This is an optimization exercise on Yosys and OpenROAD, whose aim is small area, a short achievable clock period and few clock cycles per item, not a production implementation. Function was checked by simulation only, so behaviour that the tests miss may differ from the original. Power is estimated from default activity; no workload was simulated.

Design pvga_draw, start of the top module:
module pvga_draw (
    input  wire        clk,
    input  wire        rst,           
    input  wire        cmd_we,        
    input  wire [31:0] cmd_a,
    input  wire [31:0] cmd_b,
    input  wire [31:0] fb_base,
    input  wire [2:0]  err_clr,       
    output reg         busy,
    output reg         err_busy,
    output reg         err_op,
    output reg         err_coord,
    output reg         mem_req,
    output reg         mem_we,
    output wire [31:0] mem_addr,
    output wire [31:0] mem_wdata,
    input  wire        mem_gnt,
    input  wire        mem_rvalid,
    input  wire [31:0] mem_rdata
);
    localparam [2:0] P_IDLE = 3'd0, P_S1 = 3'd1, P_S2 = 3'd2, P_S3 = 3'd3,
                     P_A = 3'd4,     
                     P_B = 3'd5,     
                     P_C = 3'd6,     
                     P_M = 3'd7;     
    wire [3:0]         a_op = cmd_a[31:28];
    wire signed [11:0] a_xa = cmd_a[11:0];
    wire signed [11:0] a_ya = cmd_a[23:12];
    wire signed [11:0] a_yb = cmd_b[23:12];
    wire a_is_draw = (a_op >= 4'd1) && (a_op <= 4'd4);
    wire a_is_rsvd = (a_op >= 4'h7);
    wire a_x_ok  = (a_xa >= 0) && (a_xa < 640);
    wire a_ya_ok = (a_ya >= 0) && (a_ya < 480);
    wire a_yb_ok = (a_yb >= 0) && (a_yb < 480);
    wire a_coord_ok = (a_op == 4'd1) ? (a_x_ok && a_ya_ok) :
                      (a_op == 4'd4) ? (a_x_ok && a_ya_ok && a_yb_ok) : 1'b1;
    wire accept = cmd_we && a_is_draw && !busy && a_coord_ok;
    reg [2:0]  ph;
    reg        t_hl, t_vl, t_fill;    
    reg [2:0]  col;
    reg [11:0] rx1, rx2;      
    reg [11:0] ry1;           
    reg [8:0]  ry2;           
    reg [5:0]  cnth;          
    reg [7:0]  stride;        
    reg        multi;         
    reg        wrap;          
    reg        at0;           
    reg        wv;            
    reg        nxd;           
    reg [29:0] addr;          
    reg [31:0] wbuf;
    assign mem_addr  = {addr, 2'b00};
    assign mem_wdata = wbuf;
    wire [14:0] cnt = {cnth, ry2};
    wire [5:0]  q1 = rx1[9:4];
    wire [3:0]  r1 = rx1[3:0];
    wire [5:0]  q2 = rx2[9:4];
  ...
export LEC_CHECK = 0
export ABC_AREA = 1
export CAP_MARGIN = 20
export CORE_MARGIN = 2
export CORE_UTILIZATION = 40
export SLEW_MARGIN = 20
create_clock -name core_clock -period 12.0 [get_ports {clk}]
run.sh (not shown) runs the stock make flow with config.mk's settings and CLKGATE_MAP_FILE= SYNTH_SCRIPT=/design/flow/synth_recipe.tcl, a recipe that flattens the netlist after the stock synthesis.
Testbench counts at the start, summed over its fixed seeds: cycles 63,265, items 2,000.
Next try:
--- a/flow/config.mk
+++ b/flow/config.mk
@@ -8 +7,0 @@
-export ABC_AREA = 1
The changed run finished with timing, DRC and antenna clean.
Die area goes up by a few percent.
Worst setup slack got worse by 0.14 ns.
Final area goes up by a few percent.
Final cell count goes down by a little under a tenth.
Core utilization goes down by 1.0 points.
Worst hold slack improved by 0.018 ns.
Sequential share of layout area goes down by 0.77 points.
Maximum frequency goes down by a few percent.
Next try:
==> flow/flow/run.sh (new file) <==
#!/bin/bash
set -euo pipefail
export SETUP_SLACK_MARGIN=8
export TNS_END_PERCENT=100
bash standard.sh > standard_flow.log 2>&1
==> flow/standard.sh (new file) <==
#!/bin/bash
# synth_recipe.tcl (not shown) runs the flow's synth.tcl, then flattens the netlist and writes it again
# the make line also repeats each setting of config.mk as NAME=value (left out here)
make -C /OpenROAD-flow-scripts/flow DESIGN_CONFIG=/design/flow/config.mk WORK_HOME=/design/flow/orfs CLKGATE_MAP_FILE= SYNTH_SCRIPT=/design/flow/synth_recipe.tcl "${@:-finish}"
--- a/flow/config.mk
+++ b/flow/config.mk
@@ -7,0 +8 @@
+export ABC_AREA = 1
removed: flow/run.sh
Outcome: Setup slack gains 1.7 ns; sequential cell count is unchanged; total power goes down by 19%.

## main
pvga_draw, a different RTL version from the one above (not shown whole).
Size: roughly 150 flip-flops, ~210 I/O pins, ~11000 um^2 of cells after synthesis.
export LEC_CHECK = 0
export ABC_AREA = 1
export CAP_MARGIN = 20
export CORE_AREA = 2 2 166.08 166.08
export CTS_BUF_LIST = sky130_fd_sc_hd__clkbuf_4 sky130_fd_sc_hd__clkbuf_8
export DIE_AREA = 0 0 168.08 168.08
export SLEW_MARGIN = 20
create_clock -name core_clock -period 12.0 [get_ports {clk}]
standard.sh (not shown) runs the stock make flow with config.mk's settings and CLKGATE_MAP_FILE= SYNTH_SCRIPT=/design/flow/synth_recipe.tcl, a recipe that flattens the netlist after the stock synthesis.
==> flow/flow/run.sh <==
#!/bin/bash
set -euo pipefail
export SETUP_SLACK_MARGIN=8.5
export TNS_END_PERCENT=100
export BUFFER_PORTS_ARGS="-buffer_cell sky130_fd_sc_hd__buf_1"
bash standard.sh > standard_flow.log 2>&1
main ended with every stage complete and zero timing, DRC or antenna violations.
Testbench counts of main, summed over its fixed seeds: cycles 62,783, items 2,000.
What the feature branch does differently from main at the input level:
- removing CTS_BUF_LIST (formerly sky130_fd_sc_hd__clkbuf_4 sky130_fd_sc_hd__clkbuf_8)
==> flow/flow/run.sh <==
#!/bin/bash
set -euo pipefail
export SETUP_SLACK_MARGIN=7.5
export TNS_END_PERCENT=100
export BUFFER_PORTS_ARGS="-buffer_cell sky130_fd_sc_hd__buf_1"
bash standard.sh > standard_flow.log 2>&1
Findings:
Switching power as a share of total power down 2.1 points in the feature branch wrt main. STATUS number of DRC violations after detailed-routing iteration 0: the feature branch loses against main. The feature branch vs main — net count of the finished layout dropped by a few percent. main consumes less power than the feature branch. From main to the feature branch the numbers moved as follows: shortest clock period the worst path allows after layout decreased 0.0057 ns, count of clock-buffer cells in the layout went down 1. Compared with main, in the feature branch share of the clock period used by the worst path held, number of ordinary and repair buffers in the finished layout went down 78, relative contribution of the clock network to total power went up 6.7 points. main leaves less setup margin than the feature branch.

exp/cedar:
pvga_draw, a different RTL version from the one above (not shown whole).
Size in the first run: ~1400 cells after synthesis, roughly 150 flip-flops, about 10000 µm² of cells after synthesis.
==> flow/config.mk <==
export PLATFORM = sky130hd
export DESIGN_NAME = pvga_draw
export DESIGN_NICKNAME = pvga_draw
export VERILOG_FILES = /design/flow/design.v
export SDC_FILE = /design/flow/constraint.sdc
export NUM_CORES = 4
export LEC_CHECK = 0
export ABC_AREA = 1
export CAP_MARGIN = 20
export CORE_AREA = 2 2 166.08 166.08
export CTS_BUF_LIST = sky130_fd_sc_hd__clkbuf_4 sky130_fd_sc_hd__clkbuf_8
export DIE_AREA = 0 0 168.08 168.08
export PLACE_DENSITY = 0.7
export SLEW_MARGIN = 20
==> flow/constraint.sdc <==
create_clock -name core_clock -period 12.0 [get_ports {clk}]
set_input_delay 2.4000 -clock core_clock [delete_from_list [all_inputs] [get_ports {clk}]]
set_output_delay 2.4000 -clock core_clock [all_outputs]
set_load 0.01 [all_outputs]
==> flow/flow/run.sh <==
#!/bin/bash
set -euo pipefail
export SETUP_SLACK_MARGIN=8.0
export TNS_END_PERCENT=100
export BUFFER_PORTS_ARGS="-buffer_cell sky130_fd_sc_hd__buf_1"
bash standard.sh > standard_flow.log 2>&1
Testbench counts of exp/cedar, summed over its fixed seeds: cycles 62,783, items 2,000.
> inputs changed (exp/cedar -> exp/xenon)
Settings: PLACE_DENSITY: 0.7 -> unset.
--- a/flow/flow/run.sh
+++ b/flow/flow/run.sh
@@ -2,3 +2,3 @@
 set -euo pipefail
-export SETUP_SLACK_MARGIN=8.0
+export SETUP_SLACK_MARGIN=7.8
 export TNS_END_PERCENT=100
--- outcome ---
more as the launch point of the worst path was reported by exp/cedar, and cf by exp/xenon.
exp/xenon against exp/cedar: core utilization fell 1.0 points, growth of design area from synthesis to finish fell 2.7 points, number of non-clock buffers in the layout shows a reduction of about 6.5%.
Setup WNS exp/cedar -> exp/xenon: worse

## north
pvga_draw, a different RTL version from the one above (not shown whole).
Size: about 1,400 cells after synthesis, about 210 I/O pins, about 10,000 sq um of cells after synthesis.
Settings: LEC_CHECK=0, ABC_AREA=1, CAP_MARGIN=20, CORE_AREA=2 2 166.08 166.08, CTS_BUF_LIST=sky130_fd_sc_hd__clkbuf_4 sky130_fd_sc_hd__clkbuf_8, DIE_AREA=0 0 168.08 168.08, SLEW_MARGIN=20; clock period 12.0 ns.
==> flow/flow/run.sh <==
#!/bin/bash
set -euo pipefail
export SETUP_SLACK_MARGIN=8.1
export TNS_END_PERCENT=100
export BUFFER_PORTS_ARGS="-buffer_cell sky130_fd_sc_hd__buf_1"
bash standard.sh > standard_flow.log 2>&1
Testbench counts of north, summed over its fixed seeds: cycles 62,783, items 2,000.
Inputs modified between north and south:
# north
export LEC_CHECK = 0
export ABC_AREA = 1
export CAP_MARGIN = 20
export CORE_AREA = 2 2 166.08 166.08
export CTS_BUF_LIST = sky130_fd_sc_hd__clkbuf_4 sky130_fd_sc_hd__clkbuf_8
export DIE_AREA = 0 0 168.08 168.08
export SLEW_MARGIN = 20
create_clock -name core_clock -period 12.0 [get_ports {clk}]
# south
export LEC_CHECK = 0
export ABC_AREA = 1
export CAP_MARGIN = 20
export CORE_AREA = 2 2 148.42 148.42
export CTS_BUF_LIST = sky130_fd_sc_hd__clkbuf_4 sky130_fd_sc_hd__clkbuf_8
export DIE_AREA = 0 0 150.42 150.42
export SLEW_MARGIN = 20
create_clock -name core_clock -period 12.0 [get_ports {clk}]
==> flow/flow/run.sh <==
#!/bin/bash
set -euo pipefail
export SETUP_SLACK_MARGIN=8.0
export TNS_END_PERCENT=100
export BUFFER_PORTS_ARGS="-buffer_cell sky130_fd_sc_hd__buf_1"
bash standard.sh > standard_flow.log 2>&1
### Flow results
south: layout net count 11 below north
Sort north and south by worst-case hold slack, ascending, and north comes first.
Worst setup slack after layout was lower in south than in north.
south: clock share of power 1.6 points below north
Compared with north, in south total power of the final layout now smaller, met3 usage now smaller, actual transition at the worst max-transition pin now larger.
Modified inputs, east compared to south
# south
export LEC_CHECK = 0
export ABC_AREA = 1
export CAP_MARGIN = 20
export CORE_AREA = 2 2 148.42 148.42
export CTS_BUF_LIST = sky130_fd_sc_hd__clkbuf_4 sky130_fd_sc_hd__clkbuf_8
export DIE_AREA = 0 0 150.42 150.42
export SLEW_MARGIN = 20
create_clock -name core_clock -period 12.0 [get_ports {clk}]
# east
export LEC_CHECK = 0
export ABC_AREA = 1
export CAP_MARGIN = 20
export CORE_AREA = 2 2 166.08 166.08
export CTS_BUF_LIST = sky130_fd_sc_hd__clkbuf_4 sky130_fd_sc_hd__clkbuf_8
export DIE_AREA = 0 0 168.08 168.08
export SLEW_MARGIN = 20
create_clock -name core_clock -period 12.0 [get_ports {clk}]
--- outcome ---
Cmp east vs south: overall fraction of global-route tracks in use lower in east
Detailed route, east vs south: via total higher for east
On power after layout, south tracks east almost exactly.
The part of the total power dissipated in combinational logic number comes out lower for south vs east.
Lower time the final worst path needs with I/O delays and setup among east and south: east
The run showing the smaller wire length per cell after detailed routing is south.
east vs south: fmax up slightly
east -> south: cell internal power dissipation flat
Edits applied to the flow inputs when going from east to west:
==> flow/flow/run.sh <==
#!/bin/bash
set -euo pipefail
export SETUP_SLACK_MARGIN=7.8
export TNS_END_PERCENT=100
export BUFFER_PORTS_ARGS="-buffer_cell sky130_fd_sc_hd__buf_1"
bash standard.sh > standard_flow.log 2>&1
## What came out
west and east ended up with roughly the same number of placed cells counting well taps.
west vs. east: aggregate routed wire length -about 2.4%; post-route worst setup slack -130 ps.
west gives less number of buffers outside the clock class in the layout than east did.
In west relative to east, final weighted congestion of routability-driven global placement had gone up slightly.
Going from east to west, area growth from synthesis to layout went down by 2.0 points; critical path depth fell by 12; number of fillers in the final layout grew by about 1.1%.

== exp/sierra ==
RTL: one of the versions met above, not the one the previous note started from.
Size in the first run: ~150 flip-flops, ~210 I/O pins, about 0.010 mm2 of cells after synthesis.
==> flow/design.v (excerpt) <==
module pvga_draw (
    input  wire        clk,
    input  wire        rst,           
    input  wire        cmd_we,        
    input  wire [31:0] cmd_a,
    input  wire [31:0] cmd_b,
    input  wire [31:0] fb_base,
    input  wire [2:0]  err_clr,       
    output reg         busy,
    output reg         err_busy,
    output reg         err_op,
    output reg         err_coord,
    output reg         mem_req,
    output reg         mem_we,
    output wire [31:0] mem_addr,
    output wire [31:0] mem_wdata,
    input  wire        mem_gnt,
    input  wire        mem_rvalid,
    input  wire [31:0] mem_rdata
);
==> flow/config.mk <==
export PLATFORM = sky130hd
export DESIGN_NAME = pvga_draw
export DESIGN_NICKNAME = pvga_draw
export VERILOG_FILES = /design/flow/design.v
export SDC_FILE = /design/flow/constraint.sdc
export NUM_CORES = 4
export LEC_CHECK = 0
export ABC_AREA = 1
export CAP_MARGIN = 20
export CORE_AREA = 2 2 166.08 166.08
export CTS_BUF_LIST = sky130_fd_sc_hd__clkbuf_4 sky130_fd_sc_hd__clkbuf_8
export DIE_AREA = 0 0 168.08 168.08
export SLEW_MARGIN = 20
==> flow/constraint.sdc <==
create_clock -name core_clock -period 12.0 [get_ports {clk}]
set_input_delay 2.4000 -clock core_clock [delete_from_list [all_inputs] [get_ports {clk}]]
set_output_delay 2.4000 -clock core_clock [all_outputs]
set_load 0.01 [all_outputs]
==> flow/flow/run.sh <==
#!/bin/bash
set -euo pipefail
export SETUP_SLACK_MARGIN=8.3
export TNS_END_PERCENT=100
export BUFFER_PORTS_ARGS="-buffer_cell sky130_fd_sc_hd__buf_1"
bash standard.sh > standard_flow.log 2>&1
Per the final summary, exp/sierra finished and its layout is clean on timing, DRC and antenna.
Testbench counts of exp/sierra, summed over its fixed seeds: cycles 62,783, items 2,000.
[inputs] exp/raven vs exp/sierra
--- a/flow/flow/run.sh
+++ b/flow/flow/run.sh
@@ -3 +3 @@
-export SETUP_SLACK_MARGIN=8.3
+export SETUP_SLACK_MARGIN=8.6
--- outcome ---
Looking at exp/sierra and exp/raven, the multi-input gate count is a wash.
exp/raven against exp/sierra: required time of the critical path higher, sum of net half-perimeters after detailed placement went up.
Going from exp/sierra to exp/raven, fraction of area in registers down 1.2 points, clock power share went down 0.8 points, worst setup slack higher, internal power consumption rose by about 6%.
Final weighted congestion of routability-driven global placement: exp/raven < exp/sierra
exp/raven -> exp/sierra: sequential cell count of the final layout delta 0, exact match
Combinational power, exp/raven vs exp/sierra: up by more than 10%
exp/raven gives less ratio of final minimum period to clock period than exp/sierra did.
--- input diff exp/raven..exp/onyx ---
--- a/flow/flow/run.sh
+++ b/flow/flow/run.sh
@@ -3 +3 @@
-export SETUP_SLACK_MARGIN=8.6
+export SETUP_SLACK_MARGIN=8.0
### Flow results
- The run with more setup slack is exp/raven; exp/onyx has less.
- Diff exp/raven -> exp/onyx: per-cell routed wire length now sits lower, fraction of area in multi-input gates went up by 0.58 points, non-clock buffer count dropped 19%, number of buffer and inverter stages on the critical path shows a reduction of 3.
- Relative to exp/raven, required time of the critical path decreased by 2.61 ns in exp/onyx.
- Category of the critical setup timing path = flop to flop: exp/raven; category of the critical setup timing path = flop to output pin: exp/onyx
- The signal arrival time at the worst endpoint in exp/onyx was lower than what exp/raven gave.
- As far as count of hold buffers inserted by post-cts repair goes, exp/onyx and exp/raven are indistinguishable; the numbers are identical.
- Of the two candidates, exp/raven has the worse via count and exp/onyx the better one.
- The simple-gate share of the synthesized area on exp/raven is in line with that on exp/onyx.

Setup of willow:
The RTL this note starts from:
==> flow/design.v <==
module pvga_draw (
    input  wire        clk,
    input  wire        rst,           
    input  wire        cmd_we,        
    input  wire [31:0] cmd_a,
    input  wire [31:0] cmd_b,
    input  wire [31:0] fb_base,
    input  wire [2:0]  err_clr,       
    output reg         busy,
    output reg         err_busy,
    output reg         err_op,
    output reg         err_coord,
    output reg         mem_req,
    output reg         mem_we,
    output wire [31:0] mem_addr,
    output wire [31:0] mem_wdata,
    input  wire        mem_gnt,
    input  wire        mem_rvalid,
    input  wire [31:0] mem_rdata
);
    wire [3:0]         a_op = cmd_a[31:28];
    wire signed [11:0] a_xa = cmd_a[11:0];
    wire signed [11:0] a_ya = cmd_a[23:12];
    wire signed [11:0] a_yb = cmd_b[23:12];
    wire a_is_draw = (a_op >= 4'd1) && (a_op <= 4'd4);
    wire a_is_rsvd = (a_op >= 4'h7);
    wire a_x_ok  = (a_xa >= 0) && (a_xa < 640);
    wire a_ya_ok = (a_ya >= 0) && (a_ya < 480);
    wire a_yb_ok = (a_yb >= 0) && (a_yb < 480);
    wire a_coord_ok = (a_op == 4'd1) ? (a_x_ok && a_ya_ok) :
                      (a_op == 4'd4) ? (a_x_ok && a_ya_ok && a_yb_ok) : 1'b1;
    wire accept = cmd_we && a_is_draw && !busy && a_coord_ok;
    function [9:0] clamp_x(input [11:0] v);
        if (v[11])                  clamp_x = 10'd0;
        else if (v[10:0] > 11'd639) clamp_x = 10'd639;
        else                        clamp_x = v[9:0];
    endfunction
    function [8:0] clamp_y(input [11:0] v);
        if (v[11])                  clamp_y = 9'd0;
        else if (v[10:0] > 11'd479) clamp_y = 9'd479;
        else                        clamp_y = v[8:0];
    endfunction
    reg        p_s1, p_s2;    
    reg        p_a;           
    reg        p_b;           
    reg        p_c;           
    reg        p_m;           
    reg        t_hl, t_vl, t_fill;    
    reg [2:0]  col;
    reg [9:0]  rx1, rx2;      
    reg [8:0]  ry1;           
    reg [8:0]  ry2;           
    reg [5:0]  cnth;          
    reg [6:0]  stride;        
    reg        multi;         
    reg        wrap;          
    reg        at0;           
    reg        wv;            
    reg        nxd;           
    reg [29:0] addr;          
    reg [31:0] wbuf;
    assign mem_addr  = {addr, 2'b00};
    assign mem_wdata = wbuf;
    wire [14:0] cnt = {cnth, ry2};
    wire [5:0]  q1 = rx1[9:4];
    wire [3:0]  r1 = rx1[3:0];
    wire [5:0]  q2 = rx2[9:4];
    wire [3:0]  r2 = rx2[3:0];
    wire       swap  = t_hl && (rx2 < rx1);
    wire [5:0] qa = rx1 / 10;
    wire [3:0] ra = rx1 % 10;
    wire [5:0] qb = rx2 / 10;
    wire [3:0] rb = rx2 % 10;
    wire       yswap = t_vl && (ry2 < ry1);
    wire [8:0] ydiff = yswap ? (ry1 - ry2) : (ry2 - ry1);
    wire [8:0] y1m1  = yswap ? (ry2 - 9'd1) : (ry1 - 9'd1);
    wire       y1z   = (ry1 == 9'd0) || (t_vl && ry2 == 9'd0);
    wire       xa_lt10 = (rx1 < 10'd10);
    wire       xb_lt10 = (rx2 < 10'd10);
    wire       s1_wrap = y1z && (xa_lt10 || (t_hl && xb_lt10));
    wire [5:0] hspan = q2 - q1;                  
    wire       s2_multi = t_hl && (q1 != q2);
    wire       row0 = at0 && !wv;
    wire       mfull = p_s2 || p_c;              
    wire [3:0] m_lo = (multi && !row0) ? 4'd0 : r1;
    wire [3:0] m_hi = (multi && row0)  ? 4'd9 : r2;
    reg  [31:0] merged;
    reg  [31:0] fillw;
    integer s;
    always @(*) begin
        merged = mem_rdata;
        for (s = 0; s < 10; s = s + 1)
            if ((s[3:0] >= m_lo) && (s[3:0] <= m_hi))
                merged[3*s +: 3] = col;
        fillw = {2'b00, {10{col}}};
    end
    wire go     = mem_req && mem_gnt;
    wire wr_go  = p_c && go;
    wire cap    = mem_rvalid && (!wv || wr_go);
    wire drop   = mem_rvalid && wv && !wr_go;
    wire cnt_nz  = (cnt != 15'd0);
    wire cnt_ge2 = (cnt[14:1] != 14'd0);
    wire cnt_one = (cnt == 15'd1);
    wire more    = t_hl ? (multi && at0) : cnt_nz;
    wire a_to_b  = p_a && more;
    wire a_to_c  = p_a && !more;
    wire c_done  = p_c && !more && !cnt_nz;
    wire c_to_m  = p_c && !more && cnt_nz;
    wire c_to_a  = p_c && more && nxd;
    wire c_to_b  = p_c && more && !nxd && !t_hl && cnt_ge2;
    wire c_to_c  = p_c && more && !nxd && !(!t_hl && cnt_ge2);
    wire m_done  = p_m && cnt_one;
    wire done    = c_done || m_done;
    wire n_a = c_to_a;
    wire n_b = a_to_b || c_to_b;
    wire n_c = a_to_c || p_b || c_to_c;
    wire n_m = c_to_m || (p_m && !cnt_one);
    wire d_ps  = a_to_b || c_to_a || c_to_c;
    wire d_ms  = p_b;
    wire d_2s  = c_to_b;
    wire d_m1  = c_to_m || (p_m && !t_fill);
    wire d_p1  = p_m && t_fill;
    wire fix   = wrap && at0 && (d_ps || d_ms || d_2s);
    reg [15:0] delta;
    reg        cin;
    always @(*) begin
        cin   = 1'b0;
        delta = 16'd0;
        if (p_s1) begin
            if (t_fill)     delta = 16'd0;
            else if (!y1z)  delta = {1'b0, y1m1, 6'h3F};                    
            else if (s1_wrap) delta = 16'd30719;
            else            delta = 16'hFFFF;
        end else if (p_s2) begin
            delta = t_fill ? 16'd0 : {10'd0, q1};
        end else begin
            if (d_ps)      delta = {9'd0, stride};
            else if (d_2s) delta = {8'd0, stride, 1'b0};
            else if (d_ms) begin delta = ~{9'd0, stride}; cin = 1'b1; end
            else if (d_m1) delta = 16'hFFFF;
            else if (d_p1) delta = 16'd1;
            if (fix) delta = d_ms ? delta + 16'd30720 : delta - 16'd30720;
        end
    end
    wire [29:0] opb = {{14{delta[15]}}, delta};
    reg  [29:0] kg, kp, kgn, kpn;
    integer i, l;
    always @(*) begin
        kg = addr & opb;
        kp = addr ^ opb;
        kg[0] = kg[0] | (kp[0] & cin);
        for (l = 1; l < 32; l = l * 2) begin
            kgn = kg; kpn = kp;
            for (i = l; i < 30; i = i + 1) begin
                kgn[i] = kg[i] | (kp[i] & kg[i-l]);
                kpn[i] = kp[i] & kp[i-l];
            end
            kg = kgn; kp = kpn;
        end
    end
    wire [29:0] addr_nx = (addr ^ opb) ^ {kg[28:0], cin};
    wire run = p_a || p_b || p_c || p_m;
    always @(posedge clk) begin
        if (rst) begin
            busy      <= 1'b0;
            err_busy  <= 1'b0;
            err_op    <= 1'b0;
            err_coord <= 1'b0;
            mem_req   <= 1'b0;
            mem_we    <= 1'b0;
            p_s1 <= 1'b0; p_s2 <= 1'b0;
            p_a  <= 1'b0; p_b  <= 1'b0; p_c <= 1'b0; p_m <= 1'b0;
        end else begin
            if (err_clr[0]) err_busy  <= 1'b0;
            if (err_clr[1]) err_op    <= 1'b0;
            if (err_clr[2]) err_coord <= 1'b0;
            if (cmd_we) begin
                if (a_is_rsvd) err_op <= 1'b1;
                else if (a_is_draw) begin
                    if (busy) err_busy <= 1'b1;
                    else if (!a_coord_ok) err_coord <= 1'b1;
                end
            end
            if (accept) busy <= 1'b1;
            p_s1 <= accept;
            p_s2 <= p_s1;
            if (p_s2) begin
                mem_req <= 1'b1;
                mem_we  <= t_fill;
                p_m     <= t_fill;
                p_a     <= !t_fill;
            end
            if (run) begin
                if (go) begin
                    p_a <= n_a; p_b <= n_b; p_c <= n_c; p_m <= n_m;
                    if (done) begin
                        busy    <= 1'b0;
                        mem_req <= 1'b0;
                        mem_we  <= 1'b0;
                    end else begin
                        mem_we  <= n_c || n_m;
                        mem_req <= !n_c || cap || (wv && !wr_go);
                    end
                end else if (p_c) begin
                    mem_req <= cap || wv;
                end
            end
        end
    end
    always @(posedge clk) begin
        if (!busy) begin
            rx1    <= clamp_x(cmd_a[11:0]);
            ry1    <= clamp_y(cmd_a[23:12]);
            rx2    <= clamp_x(cmd_b[11:0]);
            ry2    <= cmd_b[20:12];
            col    <= cmd_a[27:25];
            t_hl   <= (cmd_a[31:28] == 4'd3);
            t_vl   <= (cmd_a[31:28] == 4'd4);
            t_fill <= (cmd_a[31:28] == 4'd2);
            addr   <= fb_base[31:2];
        end else begin
            if (p_s1 || p_s2 || go)
                addr <= addr_nx;
        end
        if (p_s1) begin
            rx1  <= {swap ? qb : qa, swap ? rb : ra};
            rx2  <= t_hl ? {swap ? qa : qb, swap ? ra : rb} : {qa, ra};
            ry2  <= t_vl ? ydiff : 9'd0;
            cnth <= t_fill ? 6'd60 : 6'd0;       
            wrap <= !t_fill && s1_wrap;
        end
        if (p_s2) begin
            stride <= t_hl ? {1'b0, hspan} : 7'd64;
            multi  <= s2_multi;
            if (t_hl) ry2 <= s2_multi ? {3'd0, hspan - 6'd1} : 9'd0;
            at0    <= 1'b1;
            wv     <= 1'b0;
            nxd    <= 1'b0;
            wbuf   <= fillw;
        end else begin
            if (cap) wbuf <= merged;
            else if (wr_go && c_to_m) wbuf <= fillw;
            wv <= cap || (wv && !wr_go);
            if (wr_go && more) at0 <= 1'b0;
            if (drop) nxd <= 1'b1;
            if (go && n_a) nxd <= 1'b0;
            if (go && ((p_c && !t_hl) || p_m)) begin
                ry2  <= cnt[8:0] - 9'd1;
                cnth <= cnt[14:9] - {5'd0, (cnt[8:0] == 9'd0)};
            end
        end
    end
endmodule
export LEC_CHECK = 0
export ABC_AREA = 1
export CAP_MARGIN = 20
export CORE_MARGIN = 2
export CORE_UTILIZATION = 40
export SLEW_MARGIN = 20
create_clock -name core_clock -period 12.0 [get_ports {clk}]
==> flow/flow/run.sh <==
#!/bin/bash
set -euo pipefail
export SETUP_SLACK_MARGIN=8
export TNS_END_PERCENT=100
bash standard.sh > standard_flow.log 2>&1
Testbench counts of willow, summed over its fixed seeds: cycles 61,411, items 2,000.
Changes in juniper relative to willow:
==> flow/run.sh (new file) <==
#!/bin/bash
# synth_recipe.tcl (not shown) runs the flow's synth.tcl, then flattens the netlist and writes it again
# the make line also repeats each setting of config.mk as NAME=value (left out here)
make -C /OpenROAD-flow-scripts/flow DESIGN_CONFIG=/design/flow/config.mk WORK_HOME=/design/flow/orfs CLKGATE_MAP_FILE= SYNTH_SCRIPT=/design/flow/synth_recipe.tcl finish
removed: flow/flow/run.sh
removed: flow/standard.sh
[summary]
- Between willow and juniper, the flow reports met1 wire length decreasing by a few percent.
- The final worst hold slack on willow is in line with that on juniper.
- Re number of fillers in the final layout: willow was lower than juniper.
- met3 track demand over resource up 0.22 points in juniper wrt willow
- Data arrival time of the critical path sits higher in juniper than in willow.
- juniper against willow; final wirelength is down by more than 10%.
- Re internal cell power: juniper is 0.27 mW down on willow.
- Across both runs, share of cell area taken by multi-input logic gates was higher for juniper than for willow.

==> separate check: timing with driven ports <==
In the flow no input, the clock included, has a driving cell. The finished layouts below were timed again as built, in two steps.
Step 1 assumes that a clkbuf_16 drives the clock port and a buf_2 every other input.
Step 2 times the ports against the registers' clock, not the clock port: input delays grow and output delays shrink by t, the midpoint of the rising clock arrivals with the driver on.
Slacks: ideal ports / drivers / drivers and shift; pairs: ideal ports / drivers.
run	t, ns	setup slack, ns	hold WS [ns]	worst setup path after step 2
the first run of note 1	0.473	5.521 / 5.521 / 5.521	0.465 / 0.465 / 0.465	register to register
the second run of note 1	0.490	5.378 / 5.378 / 5.378	0.483 / 0.483 / 0.483	register to register
the third run of note 1	0.481	7.029 / 7.029 / 7.029	0.475 / 0.475 / 0.475	register to register
main	0.512	7.582 / 7.582 / 7.582	0.473 / 0.473 / 0.473	register to register
the feature branch	0.481	7.588 / 7.588 / 7.414	0.476 / 0.476 / 0.476	input to register
exp/cedar	0.497	8.059 / 8.054 / 7.657	0.480 / 0.480 / 0.480	input to register
exp/xenon	0.497	7.918 / 7.876 / 7.572	0.481 / 0.481 / 0.481	input to register
north	0.499	8.186 / 8.139 / 7.782	0.465 / 0.465 / 0.465	input to register
south	0.508	8.010 / 8.010 / 7.688	0.472 / 0.472 / 0.472	input to register
east	0.504	8.033 / 8.033 / 7.650	0.473 / 0.473 / 0.473	input to register
west	0.509	7.900 / 7.879 / 7.370	0.470 / 0.470 / 0.470	input to register
exp/sierra	0.510	8.111 / 8.065 / 7.751	0.480 / 0.480 / 0.480	input to register
exp/raven	0.526	8.145 / 8.125 / 8.116	0.483 / 0.483 / 0.483	input to register
exp/onyx	0.504	8.058 / 8.013 / 7.700	0.473 / 0.473 / 0.473	input to register
willow	0.482	6.187 / 6.187 / 6.187	0.465 / 0.465 / 0.465	register to register
juniper	0.475	5.025 / 5.025 / 5.025	0.466 / 0.466 / 0.466	register to register
After both steps setup and hold are still met in every run listed. The setup slack of west, which loses most, moves by -0.021 ns with the drivers and by -0.530 ns with both steps.
